From an optimization exercise on the open Yosys and OpenROAD flow, aimed at small area, a short achievable clock period and few clock cycles per item; shortcuts taken in it are not production practice. Only simulation tests tie the RTL to the original design; equivalence was not proved. Power is estimated from default activity; no workload was simulated.

## run A
// pma_engine
module pma_engine (
    input  wire        clk,
    input  wire        rst,
    input  wire        cmd_valid,
    output wire        cmd_ready,
    input  wire [31:0] cmd_word,
    input  wire [7:0]  cmd_len,
    input  wire        in_valid,
    output wire        in_ready,
    input  wire [7:0]  in_data,
    output wire        out_valid,
    input  wire        out_ready,
    output wire [7:0]  out_data,
    output wire        res_valid,
    input  wire        res_ready,
    output wire [3:0]  res_status,
    output wire [31:0] res_value
);
For scale: roughly 4400 cells after synthesis, ~100 I/O pins.
clock: 10.0 ns
lec_check: 0
cap_margin: 20
core_margin: 2
core_utilization: 60
slew_margin: 20
run.sh (not shown) runs the stock make flow with config.mk's settings and CLKGATE_MAP_FILE= SYNTH_SCRIPT=/design/flow/synth_recipe.tcl, a recipe that flattens the netlist after the stock synthesis.
Testbench counts of run A, summed over its fixed seeds: cycles 19,320, items 5,121.
What run B does differently from run A at the input level:
diff --git a/flow/design.v b/flow/design.v
--- a/flow/design.v
+++ b/flow/design.v
@@ -140,31 +140,31 @@
     wire       b_esc = bq0[1];
     wire       b_code = bq0[0];
     wire       b_res = b_sop | b_eop | b_esc;
     wire h_rsm  = cq0[20] && !h_rsv && cq0[3];
     wire h_stf  = cq0[19] && !h_rsv && !h_big;
     wire h_unst = cq0[18] && !h_rsv && !h_big;
     wire h_push = cq0[21] && !h_rsv && cq0[3];
     wire h_buf  = h_stf || h_unst;
     reg       walk;      
     reg [4:0] en;        
     reg [7:0] rem;       
     reg       rem1;      
-    reg [7:0] sum;       
+    reg [7:0] sum;
     reg [5:0] ol;        
     reg       esc, ierr, fbad;
     reg [3:0] epos;
     reg       ex_st;     
     reg       ex_b;      
-    reg       jw_en, jw_b, jd_set, jd_z, jd_unst;
+    reg       jw_en, jw_b, jd_set, jd_z;
     reg [3:0] jw_idx;
     reg [7:0] jw_dat;
     reg [4:0] en_d;      
     wire r0 = walk ? 1'b0 : hx0;
     wire r1 = walk ? rem1 : hx1;
     wire buf_free = !(busy[0] & busy[1]);
     wire nb = busy[0];                   
     wire cb = ex_st ? ex_b : nb;         
     wire go       = !h_buf || ex_st || (buf_free && (!h_stf || !occ_full));
     wire j_ok     = hv && !h_rsm && go;
     wire take     = j_ok && bv && !r0 && (h_stf || !r1 || !occ_full);
     wire fin_ct   = j_ok && h_stf && (r0 || (bv && r1));
@@ -200,55 +200,55 @@
     reg [7:0] wr_dat;
     reg       body;
     wire [7:0] c_sum  = walk ? sum : 8'd0;
     wire [5:0] c_ol   = walk ? ol : 6'd0;
     wire       c_esc  = walk & esc;
     wire       c_ierr = walk & ierr;
     wire       c_fbad = walk & fbad;
     always @(*) begin
         n_sum = c_sum; n_ol = c_ol; n_esc = c_esc; n_ierr = c_ierr; n_fbad = c_fbad; n_epos = epos;
         wr_en = 1'b0; wr_idx = en[3:0]; wr_dat = bd;
         body = (hk == K_UNSTUFF) || (walk && !r1);
         if (h_stf) begin
-            n_sum = c_sum - bd;
+            n_sum = c_sum + bd;
             n_ol  = c_ol + (b_res ? 6'd2 : 6'd1);
             wr_en = 1'b1;
         end else if (h_unst) begin
             if (hk == K_UNWRAP) begin
                 if (!walk && !b_sop) n_fbad = 1'b1;
                 if (r1 && !b_eop)    n_fbad = 1'b1;
             end
             wr_idx = c_ol[3:0];
             wr_dat = {bd[7:6], bd[5] ^ c_esc, bd[4:0]};
             if (body && !c_ierr) begin
                 if (c_esc) begin
                     n_esc = 1'b0;
                     if (b_code) begin
                         wr_en = 1'b1;
                         n_ol  = c_ol + 6'd1;
-                        n_sum = c_sum - {bd[7:6], ~bd[5], bd[4:0]};
+                        n_sum = c_sum + {bd[7:6], ~bd[5], bd[4:0]};
                     end else begin
                         n_ierr = 1'b1;
                         n_epos = en[3:0] - 4'd1;
                     end
                 end else if (b_esc) begin
                     n_esc = 1'b1;
                 end else begin
                     wr_en = 1'b1;
                     n_ol  = c_ol + 6'd1;
-                    n_sum = c_sum - bd;
+                    n_sum = c_sum + bd;
                 end
             end
         end else begin
-            n_sum = c_sum - bd;
+            n_sum = c_sum + bd;
         end
         if (!take) begin
             n_sum = c_sum; n_ol = c_ol; n_esc = c_esc; n_ierr = c_ierr; n_fbad = c_fbad; n_epos = epos;
             wr_en = 1'b0;
         end
     end
     wire [7:0] rem_cur = walk ? rem : hx;
     reg        x2_v;
     reg        x2_job;       
     reg [3:0]  x2_st;
     reg [7:0]  x2_val;       
     reg        x2_stat;
@@ -289,25 +289,25 @@
             p_v    = {c_alen, c_qcnt, c_acc};
         end
         default: begin       
             if (h_stf && ct_alloc) p_src = S_JOB;
         end
         endcase
     end
     reg [3:0] f_st;
     reg [7:0] f_v;
     reg       f_stat;
     reg [1:0] f_src;
     reg [2:0] f_sid;
-    wire [7:0] x2_ck = x2_val;
+    wire [7:0] x2_ck = 8'd0 - x2_val;
     always @(*) begin
         f_st = x2_st; f_v = x2_val; f_stat = x2_stat; f_src = x2_src; f_sid = x2_sid;
         if (x2_job) begin
             f_st = ST_OK; f_v = 8'd0; f_stat = 1'b0; f_src = S_NONE; f_sid = {2'b00, x2_b};
             case (x2_k)
             K_CSUM: f_v = x2_ck;
             K_VERIFY: begin
                 f_v = x2_ck;
                 if (x2_val != 8'd0) f_st = ST_CSUM;
             end
             K_UNSTUFF: begin
                 if (x2_ierr) begin
@@ -449,34 +449,33 @@
             rem  <= rem_cur - 8'd1;
             rem1 <= (rem_cur == 8'd2);
             sum <= n_sum; ol <= n_ol;
             esc <= n_esc; ierr <= n_ierr; fbad <= n_fbad; epos <= n_epos;
         end
         jw_b   <= cb;
         jw_idx <= wr_idx;
         jw_dat <= wr_dat;
         if (jw_en)
             jb[jw_b][jw_idx] <= jw_dat;
         jd_z   <= !(walk || take);
         if (jd_set)
-            j_ck[jw_b] <= jd_z ? 8'd0 : sum;
+            j_ck[jw_b] <= jd_z ? 8'd0 : 8'd0 - sum;
         if (alloc) begin
             ex_b <= nb;
             j_mode[nb] <= (hk == K_STUFF) ? M_STUFF : (hk == K_WRAP) ? M_WRAP :
                           (hk == K_SEAL) ? M_SEAL : M_PLAIN;
             j_len[nb]  <= hx[4:0];
         end
-        jd_unst <= h_unst;
-        if (jd_set && jd_unst)
-            j_len[jw_b] <= jd_z ? 5'd0 : ol[4:0];
+        if ((fin_ct || fin_job) && h_unst)
+            j_len[cb] <= n_ol[4:0];
         if (fin_rsm && h_push && !c_full && c_acc && !c_alen[4] && hxe)
             s_len[{hc, c_as}] <= c_alen[3:0] - 4'd1;
         w_slot <= {hc, c_as};
         w_idx  <= c_alen[3:0] - 4'd1;
         w_dat  <= hx;
         x2_job  <= !h_rsm && !h_stf;
         x2_st   <= p_st;
         x2_val  <= h_rsm ? p_v : n_sum;
         x2_stat <= p_stat;
         x2_src  <= p_src;
         x2_sid  <= p_sid;
         x2_k    <= hk;
==> summary.txt <==
Diff run A -> run B: global-route usage rose by 0.29 points, simple-gate portion of the synthesized area fell by 0.19 points, overall power after layout fell by 0.00043 W, total wirelength of the detailed-routed design stayed essentially flat. Setup slack in run B is smaller than in run A.
Testbench counts of run B, summed over its fixed seeds: cycles 19,320, items 5,121.

## what the ideal ports hide
The flow's constraints put no driver on any port. The routed layouts listed below were extracted and timed again, unchanged, in two steps.
Step 1, drivers: a clkbuf_16 drives clk and a buf_2 each remaining input, both assumed.
Step 2 also shifts input and output timing later by t, the mid clock arrival at the registers, as if the neighbouring blocks saw the same clock.
a / b / c = no drivers / after step 1 / after step 2; a / b = the first two.
run	t (ns)	setup slack, ns	hold slack, ns	slew at the worst register clock pin (ns)	worst data-port slew with drivers (ns)
run A	0.861	5.997 / 5.997 / 5.439	0.436 / 0.436 / 0.436	0.07 / 0.07	0.15
run B	0.867	5.923 / 5.923 / 5.388	0.400 / 0.400 / 0.400	0.07 / 0.07	0.12
After both steps setup and hold are still met in every run listed. For run A, which loses most, drivers alone change the setup slack by 0.000 ns; drivers and shift together by -0.558 ns.
